What follows belongs to an exercise in optimizing a design on an open flow for small area; a production flow would make more cautious choices. Function was checked by simulation only, so behaviour that the tests miss may differ from the original. No activity file was given, so power comes from the tool's default toggle rates.

==> try-tundra <==
==> flow/design.v <==
module irk_core #(
    parameter integer TICK_RATE_HZ     = 1000000,
    parameter integer MARGIN_US        = 100,
    parameter integer T_TRAIN_US       = 1000,
    parameter integer T_SILENCE_US     = 600,
    parameter integer T_SHORT_US       = 600,
    parameter integer T_LONG_US        = 1650,
    parameter integer TICK_BITS        = 16,
    parameter integer RESET_COUNT_BITS = 16,
    parameter integer MARK_LOWER_CHECK = 0,
    parameter integer TX_RX_POLICY_RESET = 1
) (
    input  wire        clk,
    input  wire        rst,           
    input  wire        step_valid,
    input  wire [31:0] step_word,
    input  wire [7:0]  dev_addr,      
    output reg         resp_valid,
    output wire [2:0]  resp_code,
    output reg  [31:0] rdata,
    output wire        timer_reset,   
    output wire        cmd_valid,     
    output wire [15:0] cmd,
    output wire        iv_valid,      
    output wire        iv_mark,
    output reg  [15:0] iv_dur,        
    output wire        cap_polarity,  
    output wire        cap_enabled
);
    localparam [2:0] RESP_OK          = 3'd0;
    localparam [2:0] RESP_NOT_ENABLED = 3'd1;
    localparam [2:0] RESP_ILLEGAL_OP  = 3'd2;
    localparam [2:0] RESP_RESERVED    = 3'd3;
    localparam [2:0] RESP_TOO_WIDE    = 3'd4;
    localparam [2:0] RESP_BAD_VIEW    = 3'd5;
    localparam [5:0] RX_RESET = 6'd62;
    localparam [6:0] TX_IDLE  = 7'd100;
    localparam [6:0] TX_EMPTY = 7'd101;
    reg [5:0]  rx_c;
    reg [7:0]  frame0, frame1, frame2, frame3, frame4;  
    reg [7:0]  cur;             
    reg        pairs_ok;        
    reg [15:0] reset_count;
    reg        mb_pending;
    reg [15:0] mb_elapsed;
    reg        mb_dir;
    reg        cap_pol;
    reg [6:0]  tx_t;
    reg [7:0]  tx_addr, tx_cmdh, tx_cmdl;
    reg        rd_ok;           
    reg [2:0]  rsp;             
    wire rx_pre   = rx_c[5] & rx_c[4] & rx_c[3];    
    wire rx_st0   = rx_pre & ~rx_c[0];
    wire rx_st1   = rx_pre &  rx_c[0];
    wire rx_st3   = rx_c[5] & rx_c[4] & ~rx_c[3];   
    wire [2:0] byte_count = rx_pre ? 3'd0 : rx_c[5:3];
    wire [2:0] bit_count  = rx_pre ? 3'd0 : rx_c[2:0];
    wire [1:0] rx_state   = {~rx_pre, rx_st1 | rx_st3};
    wire tx_idle   = tx_t[6] & tx_t[5] & tx_t[2];
    wire tx_active = ~tx_idle;
    wire tx_loaded = ~(tx_idle & tx_t[0]);
    wire tx_last   = tx_t[6] & tx_t[5] & tx_t[1] & tx_t[0];   
    wire [6:0] tx_index = tx_idle ? 7'd0 : tx_t;
    assign cap_polarity = cap_pol;
    assign cap_enabled  = tx_idle;
    wire [3:0] op      = step_word[31:28];
    wire       w_dir   = step_word[24];
    wire [2:0] w_view  = step_word[2:0];
    wire is_edge     = (op == 4'h1);
    wire is_poll     = (op == 4'h2);
    wire is_complete = (op == 4'h3);
    wire is_txreq    = (op == 4'h4);
    wire is_txstep   = (op == 4'h5);
    wire is_read     = (op == 4'h6);
    wire is_reset    = (op == 4'hF);
    wire z_27_25 = (step_word[27:25] == 3'd0);
    wire z_24    = !step_word[24];
    wire z_23_16 = (step_word[23:16] == 8'd0);
    wire z_15_3  = (step_word[15:3] == 13'd0);
    wire z_2_0   = (step_word[2:0] == 3'd0);
    wire z_27_3  = z_27_25 && z_24 && z_23_16 && z_15_3;
    wire z_27_0  = z_27_3 && z_2_0;
    reg [2:0] decode_code;
    always @(*) begin
        decode_code = RESP_OK;
        if (is_edge) begin
            if (!z_27_25)                      decode_code = RESP_RESERVED;
            else if (!z_23_16)                 decode_code = RESP_TOO_WIDE;
        end else if (is_poll || is_complete || is_txstep || is_reset) begin
            if (!z_27_0)                       decode_code = RESP_RESERVED;
        end else if (is_txreq) begin
            if (!(z_27_25 && z_24))            decode_code = RESP_RESERVED;
        end else if (is_read) begin
            if (!z_27_3)                       decode_code = RESP_RESERVED;
            else if (w_view == 3'd7)           decode_code = RESP_BAD_VIEW;
        end else begin
            decode_code = RESP_ILLEGAL_OP;
        end
    end
    wire legal = (decode_code == RESP_OK);
    wire fg_idle  = tx_idle && !rx_st3;
    wire enabled  = is_edge || is_read || is_reset ||
                    ((is_poll || is_txreq) && fg_idle) ||
                    (is_complete && tx_idle && rx_st3) ||
                    (is_txstep && tx_active);
    wire go = step_valid && legal && enabled;
    wire do_edge     = go && is_edge && tx_idle && (w_dir == cap_pol);
    wire do_poll     = go && is_poll && mb_pending;
    wire do_complete = go && is_complete;
    wire do_txreq    = go && is_txreq;
    wire do_txstep   = go && is_txstep;
    wire do_reset    = rst || (go && is_reset);
    wire [15:0] e = mb_elapsed;
    wire in_train = (e >= 16'd900)  && (e <= 16'd1100);
    wire in_short = (e >= 16'd500)  && (e <= 16'd700);
    wire in_long  = (e >= 16'd1550) && (e <= 16'd1750);
    wire mark_ok  = (e <= 16'd700);
    reg poll_inc;
    reg poll_bit;
    always @(*) begin
        poll_bit = 1'b0;
        if (rx_st0)
            poll_inc = mb_dir && in_train;
        else if (rx_st1)
            poll_inc = !mb_dir && in_short;
        else if (mb_dir)
            poll_inc = 1'b0;
        else begin
            poll_inc = in_long || in_short;
            poll_bit = in_long;
        end
    end
    wire poll_anom = rx_pre ? !poll_inc : (mb_dir ? !mark_ok : !poll_inc);
    wire do_anom   = do_poll && poll_anom;
    wire do_inc    = do_poll && poll_inc;
    wire do_app    = do_inc && !rx_pre;
    wire byte_done = do_app && (rx_c[2:0] == 3'd7);
    wire clear_rx  = do_reset || do_anom || do_complete || do_txreq;
    wire frame_valid = ((frame0 == dev_addr) || (frame0 == 8'hFF)) && pairs_ok;
    assign cmd = {frame2, frame4};
    always @(posedge clk) begin
        if (clear_rx)
            rx_c <= RX_RESET;
        else if (do_inc)
            rx_c <= rx_c + 6'd1;
    end
    always @(posedge clk) begin
        if (do_app) cur <= {cur[6:0], poll_bit};
    end
    always @(posedge clk) begin
        if (clear_rx)
            pairs_ok <= 1'b1;
        else if (do_app && rx_c[3] && (poll_bit == cur[7]))
            pairs_ok <= 1'b0;
    end
    wire [7:0] nb = {cur[6:0], poll_bit};
    always @(posedge clk) begin
        if (byte_done && rx_c[5:3] == 3'd0) frame0 <= nb;
        if (byte_done && rx_c[5:3] == 3'd1) frame1 <= nb;
        if (byte_done && rx_c[5:3] == 3'd2) frame2 <= nb;
        if (byte_done && rx_c[5:3] == 3'd3) frame3 <= nb;
        if (byte_done && rx_c[5:3] == 3'd4) frame4 <= nb;
    end
    always @(posedge clk) begin
        if (do_reset || (do_complete && frame_valid))
            reset_count <= 16'd0;
        else if (do_anom && reset_count != 16'hFFFF)
            reset_count <= reset_count + 16'd1;
    end
    always @(posedge clk) begin
        if (do_reset) begin
            mb_pending <= 1'b0;
            mb_elapsed <= 16'd0;
            mb_dir     <= 1'b0;
        end else if (do_edge) begin
            mb_pending <= 1'b1;
            mb_elapsed <= step_word[15:0];
            mb_dir     <= w_dir;
        end else if (do_poll || do_complete || (do_txstep && tx_last)) begin
            mb_pending <= 1'b0;
        end
    end
    always @(posedge clk) begin
        if (do_reset || do_complete || (do_txstep && tx_last))
            cap_pol <= 1'b0;
        else if (do_edge)
            cap_pol <= ~cap_pol;
    end
    always @(posedge clk) begin
        if (do_reset)
            tx_t <= TX_EMPTY;
        else if (do_txreq)
            tx_t <= 7'd0;
        else if (do_txstep)
            tx_t <= tx_t + 7'd1;    
    end
    always @(posedge clk) begin
        if (do_txreq) begin
            tx_addr <= step_word[23:16];
            tx_cmdh <= step_word[15:8];
            tx_cmdl <= step_word[7:0];
        end
    end
    wire read_ok = is_read && z_27_3 && (w_view != 3'd7);
    wire ev_cmd  = do_complete && frame_valid;
    wire ev_tr   = do_edge || do_complete || (do_txstep && tx_last) || (go && is_reset);
    wire ev_iv   = do_txstep && !tx_last;
    always @(posedge clk) begin
        resp_valid <= !rst && step_valid;
        rd_ok      <= read_ok || ev_cmd;
        if (ev_tr)
            rsp <= 3'd7;
        else if (ev_iv)
            rsp <= 3'd6;
        else if (read_ok)
            rsp <= w_view;
        else
            rsp <= !legal ? decode_code : (!enabled ? RESP_NOT_ENABLED : RESP_OK);
    end
    wire rsp_ev = rsp[2] && rsp[1];
    assign resp_code   = (rd_ok || rsp_ev) ? RESP_OK : rsp;
    assign timer_reset = resp_valid && rsp_ev && rsp[0];
    assign cmd_valid   = resp_valid && rd_ok && rsp_ev && rsp[0];
    assign iv_valid    = resp_valid && !rd_ok && rsp_ev && !rsp[0];
    wire [5:0] tk = tx_t[6:1] - 6'd2;
    reg  [7:0] tpair;
    always @(*) begin
        case (tk[5:4])
            2'd0:    tpair = tx_addr;
            2'd1:    tpair = tx_cmdh;
            default: tpair = tx_cmdl;
        endcase
    end
    wire tbit  = tpair[~tk[2:0]] ^ tk[3];
    wire iv_tr = (tx_t == 7'd1);
    wire iv_lg = !tx_t[0] && (tx_t[6:2] != 5'd0) && tbit;
    assign iv_mark = tx_t[0];
    always @(*) begin
        if (iv_tr)      iv_dur = 16'd1000;
        else if (iv_lg) iv_dur = 16'd1650;
        else            iv_dur = 16'd600;
    end
    wire [7:0] f0 = (byte_count > 3'd0) ? frame0 : 8'd0;
    wire [7:0] f1 = (byte_count > 3'd1) ? frame1 : 8'd0;
    wire [7:0] f2 = (byte_count > 3'd2) ? frame2 : 8'd0;
    wire [7:0] f3 = (byte_count > 3'd3) ? frame3 : 8'd0;
    wire [7:0] f4 = (byte_count > 3'd4) ? frame4 : 8'd0;
    wire [7:0] f5 = rx_st3 ? cur : 8'd0;    
    wire [6:0] cmask = ~(7'h7F << bit_count);
    wire [7:0] cb = {1'b0, cur[6:0] & cmask};
    wire [7:0] t0 = tx_loaded ? tx_addr  : 8'd0;
    wire [7:0] t1 = tx_loaded ? ~tx_addr : 8'd0;
    wire [7:0] t2 = tx_loaded ? tx_cmdh  : 8'd0;
    wire [7:0] t3 = tx_loaded ? ~tx_cmdh : 8'd0;
    wire [7:0] t4 = tx_loaded ? tx_cmdl  : 8'd0;
    wire [7:0] t5 = tx_loaded ? ~tx_cmdl : 8'd0;
    always @(*) begin
        if (!rd_ok)
            rdata = 32'd0;
        else case (rsp)
            3'd0: rdata = {12'd0, tx_index, tx_active, tx_idle, cap_pol, mb_dir,
                           mb_pending, byte_count, bit_count, rx_state};
            3'd1: rdata = {16'd0, reset_count};
            3'd2: rdata = {16'd0, mb_elapsed};
            3'd3: rdata = {f0, f1, f2, f3};
            3'd4: rdata = {f4, f5, cb, 8'd0};
            3'd5: rdata = {t0, t1, t2, t3};
            3'd6: rdata = {t4, t5, 16'd0};
            default: rdata = 32'd0;
        endcase
    end
endmodule
==> flow/flow/run.sh <==
#!/bin/bash
# Own layout flow: the standard flow (standard.sh) with these changes:
#  * synthesis maps logic with an area-oriented ABC script (flow/area.abc)
#    (with &deepsyn) instead of ORFS's speed script; everything else in synth_recipe.tcl,
#    including the flip-flop mapping, is unchanged;
#  * port buffers use sky130_fd_sc_hd__buf_1;
#  * clock tree synthesis uses clkbuf_4 and no dummy loads;
#  * synthesis buffers are removed at floorplan (REMOVE_ABC_BUFFERS) and tie
#    cells are not duplicated per load (SKIP_REPAIR_TIE_FANOUT).
# Each tool's output goes to a log file in the work folder.
set -euo pipefail
W=$(pwd)
{
  echo "set ::area_abc_script $W/flow/area.abc"
  cat "$W/flow/abc_override.tcl"
  cat "$W/synth_recipe.tcl"
} > "$W/area_synth.tcl"
EXTRA="'BUFFER_PORTS_ARGS=-buffer_cell sky130_fd_sc_hd__buf_1'"
EXTRA="$EXTRA REMOVE_ABC_BUFFERS=1 SKIP_REPAIR_TIE_FANOUT=1"
EXTRA="$EXTRA 'CTS_ARGS=-sink_clustering_enable -repair_clock_nets -dont_use_dummy_load -sink_clustering_size 30 -sink_clustering_max_diameter 100 -buf_list sky130_fd_sc_hd__clkbuf_4'"
sed -e "s#SYNTH_SCRIPT=[^ ]*#SYNTH_SCRIPT=$W/area_synth.tcl#" \
    -e "s#CLKGATE_MAP_FILE= #CLKGATE_MAP_FILE= $EXTRA #" \
    "$W/standard.sh" > "$W/area_standard.sh"
grep -q "area_synth.tcl" "$W/area_standard.sh"
grep -q "BUFFER_PORTS_ARGS" "$W/area_standard.sh"
grep -q "CTS_ARGS" "$W/area_standard.sh"
bash "$W/area_standard.sh" > "$W/orfs_make.log" 2>&1
test -f "$W/out/final.def"
==> flow/flow/abc_override.tcl <==
# Map with an area-oriented ABC script instead of ORFS's speed script.
proc abc {args} {
  set i [lsearch -exact $args -script]
  if {$i >= 0} {
    set args [lreplace $args $i [expr {$i + 1}] -script $::area_abc_script]
  }
  yosys abc {*}$args
}
==> flow/flow/area.abc <==
strash
&get -n
&fraig -x
&put
scorr
dc2
strash
&get -n
&deepsyn -I 20 -J 10 -S 1
&dch -f
&nf -R 1000
&put
topo
==> flow/standard.sh <==
#!/bin/bash
# synth_recipe.tcl (not shown) runs the flow's synth.tcl, then flattens the netlist and writes it again
# the make line also repeats each setting of config.mk as NAME=value (left out here)
make -C /OpenROAD-flow-scripts/flow DESIGN_CONFIG=/design/flow/config.mk WORK_HOME=/design/flow/orfs CLKGATE_MAP_FILE= SYNTH_SCRIPT=/design/flow/synth_recipe.tcl "${@:-finish}"
==> flow/config.mk <==
export PLATFORM = sky130hd
export DESIGN_NAME = irk_core
export DESIGN_NICKNAME = irk_core
export VERILOG_FILES = /design/flow/design.v
export SDC_FILE = /design/flow/constraint.sdc
export NUM_CORES = 4
export LEC_CHECK = 0
export CAP_MARGIN = 20
export CORE_MARGIN = 2
export CORE_UTILIZATION = 55
export GPL_TIMING_DRIVEN = 0
export SETUP_SLACK_MARGIN = -0.15
export SLEW_MARGIN = 20
==> flow/constraint.sdc <==
create_clock -name core_clock -period 5.0 [get_ports {clk}]
set_input_delay 1.0000 -clock core_clock [delete_from_list [all_inputs] [get_ports {clk}]]
set_output_delay 1.0000 -clock core_clock [all_outputs]
set_load 0.01 [all_outputs]
==> inputs of try-violet, as changes to try-tundra <==
--- a/flow/design.v
+++ b/flow/design.v
@@ -19,8 +19,8 @@
     output wire [2:0]  resp_code,
     output reg  [31:0] rdata,
-    output wire        timer_reset,   
-    output wire        cmd_valid,     
+    output reg         timer_reset,   
+    output reg         cmd_valid,     
     output wire [15:0] cmd,
-    output wire        iv_valid,      
+    output reg         iv_valid,      
     output wire        iv_mark,
     output reg  [15:0] iv_dur,        
@@ -38,5 +38,5 @@
     localparam [6:0] TX_EMPTY = 7'd101;
     reg [5:0]  rx_c;
-    reg [7:0]  frame0, frame1, frame2, frame3, frame4;  
+    reg [7:0]  frame0, frame1, frame2, frame3, frame4, frame5;  
     reg [7:0]  cur;             
     reg        pairs_ok;        
@@ -161,4 +161,5 @@
         if (byte_done && rx_c[5:3] == 3'd3) frame3 <= nb;
         if (byte_done && rx_c[5:3] == 3'd4) frame4 <= nb;
+        if (byte_done && rx_c[5:3] == 3'd5) frame5 <= nb;
     end
     always @(posedge clk) begin
@@ -203,24 +204,14 @@
     end
     wire read_ok = is_read && z_27_3 && (w_view != 3'd7);
-    wire ev_cmd  = do_complete && frame_valid;
-    wire ev_tr   = do_edge || do_complete || (do_txstep && tx_last) || (go && is_reset);
-    wire ev_iv   = do_txstep && !tx_last;
-    always @(posedge clk) begin
-        resp_valid <= !rst && step_valid;
-        rd_ok      <= read_ok || ev_cmd;
-        if (ev_tr)
-            rsp <= 3'd7;
-        else if (ev_iv)
-            rsp <= 3'd6;
-        else if (read_ok)
-            rsp <= w_view;
-        else
-            rsp <= !legal ? decode_code : (!enabled ? RESP_NOT_ENABLED : RESP_OK);
-    end
-    wire rsp_ev = rsp[2] && rsp[1];
-    assign resp_code   = (rd_ok || rsp_ev) ? RESP_OK : rsp;
-    assign timer_reset = resp_valid && rsp_ev && rsp[0];
-    assign cmd_valid   = resp_valid && rd_ok && rsp_ev && rsp[0];
-    assign iv_valid    = resp_valid && !rd_ok && rsp_ev && !rsp[0];
+    always @(posedge clk) begin
+        resp_valid  <= !rst && step_valid;
+        timer_reset <= !rst && (do_edge || do_complete || (do_txstep && tx_last) || (go && is_reset));
+        cmd_valid   <= !rst && do_complete && frame_valid;
+        iv_valid    <= !rst && do_txstep && !tx_last;
+        rd_ok       <= read_ok;
+        rsp         <= read_ok ? w_view :
+                       (!legal ? decode_code : (!enabled ? RESP_NOT_ENABLED : RESP_OK));
+    end
+    assign resp_code = rd_ok ? RESP_OK : rsp;
     wire [5:0] tk = tx_t[6:1] - 6'd2;
     reg  [7:0] tpair;
@@ -246,5 +237,5 @@
     wire [7:0] f3 = (byte_count > 3'd3) ? frame3 : 8'd0;
     wire [7:0] f4 = (byte_count > 3'd4) ? frame4 : 8'd0;
-    wire [7:0] f5 = rx_st3 ? cur : 8'd0;    
+    wire [7:0] f5 = (byte_count > 3'd5) ? frame5 : 8'd0;
     wire [6:0] cmask = ~(7'h7F << bit_count);
     wire [7:0] cb = {1'b0, cur[6:0] & cmask};
--- a/flow/flow/run.sh
+++ b/flow/flow/run.sh
@@ -2,10 +2,8 @@
 # Own layout flow: the standard flow (standard.sh) with these changes:
 #  * synthesis maps logic with an area-oriented ABC script (flow/area.abc)
-#    (with &deepsyn) instead of ORFS's speed script; everything else in synth_recipe.tcl,
+#    instead of ORFS's speed script; everything else in synth_recipe.tcl,
 #    including the flip-flop mapping, is unchanged;
 #  * port buffers use sky130_fd_sc_hd__buf_1;
-#  * clock tree synthesis uses clkbuf_4 and no dummy loads;
-#  * synthesis buffers are removed at floorplan (REMOVE_ABC_BUFFERS) and tie
-#    cells are not duplicated per load (SKIP_REPAIR_TIE_FANOUT).
+#  * clock tree synthesis uses clkbuf_4 and no dummy loads.
 # Each tool's output goes to a log file in the work folder.
 set -euo pipefail
@@ -17,5 +15,4 @@
 } > "$W/area_synth.tcl"
 EXTRA="'BUFFER_PORTS_ARGS=-buffer_cell sky130_fd_sc_hd__buf_1'"
-EXTRA="$EXTRA REMOVE_ABC_BUFFERS=1 SKIP_REPAIR_TIE_FANOUT=1"
 EXTRA="$EXTRA 'CTS_ARGS=-sink_clustering_enable -repair_clock_nets -dont_use_dummy_load -sink_clustering_size 30 -sink_clustering_max_diameter 100 -buf_list sky130_fd_sc_hd__clkbuf_4'"
 sed -e "s#SYNTH_SCRIPT=[^ ]*#SYNTH_SCRIPT=$W/area_synth.tcl#" \
==> flow/flow/area.abc (replaced) <==
strash
&get -n
&fraig -x
&put
scorr
dc2
dretime
strash
&get -n
&dch -f
&nf
&put
topo
GPL_TIMING_DRIVEN = not set   (was 0)
SETUP_SLACK_MARGIN = not set   (was -0.15)
==> results.txt <==
item	try-tundra	try-violet
Status	no timing/DRC/antenna violations	no timing/DRC/antenna violations
Sequential power	0.00109 W	0.00119 W
Met2 wire len	9.13 mm	10.5 mm
Multiplexer fraction of the synthesized cell area	0.327%	3.23%
Internal portion of total power	0.00126 W	0.00137 W
Total iterations of the first detailed-routing run	6	9
Power per cell area	236 nW/µm²	232 nW/µm²
Placed standard-cell area	6670 µm²	7480 µm²
Net switching share of the total power	21.9%	22.5%
Post-route fraction of the period consumed by the critical path	95.9%	93.6%
Maximum number of pins on one net before global-route repair	31	32
Clock sink total	126	137
Part of the Yosys area used for sequential elements	53.0%	52.0%
Power share of the clock group	28.5%	27.4%
GRT met1 Usage	45.3%	43.4%
Final net count	770	848
Non-Clock Buffer Count	112	123
Number of enable-type register cells in the synthesized netlist	72	80
Routed via count divided by cell count	6.76	6.65
Slew @ Worst Pin	1020 ps	1000 ps

==> afterwards: timing with drivers on the ports <==
The flow's constraints put no driver on any port. The routed layouts listed below were extracted and timed again, unchanged, in two steps. Step 1, drivers: a clkbuf_16 drives clk and a buf_2 each remaining input, both assumed. Step 2, shift: input delay + t, output delay - t, t = (earliest + latest rising clock arrival at the registers) / 2. This alone moves slack from input paths to output paths. Three values: no drivers, after step 1, after step 2; two values: the first two.
| run | t, ns | setup slack, ns | worst setup path after step 2 | latest minus earliest clock arrival (ns) |
|---|---|---|---|---|
| try-tundra | 0.554 | 0.207 / 0.172 / -0.295 | input to register | 0.040 / 0.039 |
| try-violet | 0.570 | 0.322 / 0.286 / 0.333 | input to register | 0.038 / 0.038 |
With both steps, setup timing fails in try-tundra, where it was met with ideal ports. For try-tundra, which loses most, drivers alone change the setup slack by -0.035 ns; drivers and shift together by -0.502 ns.
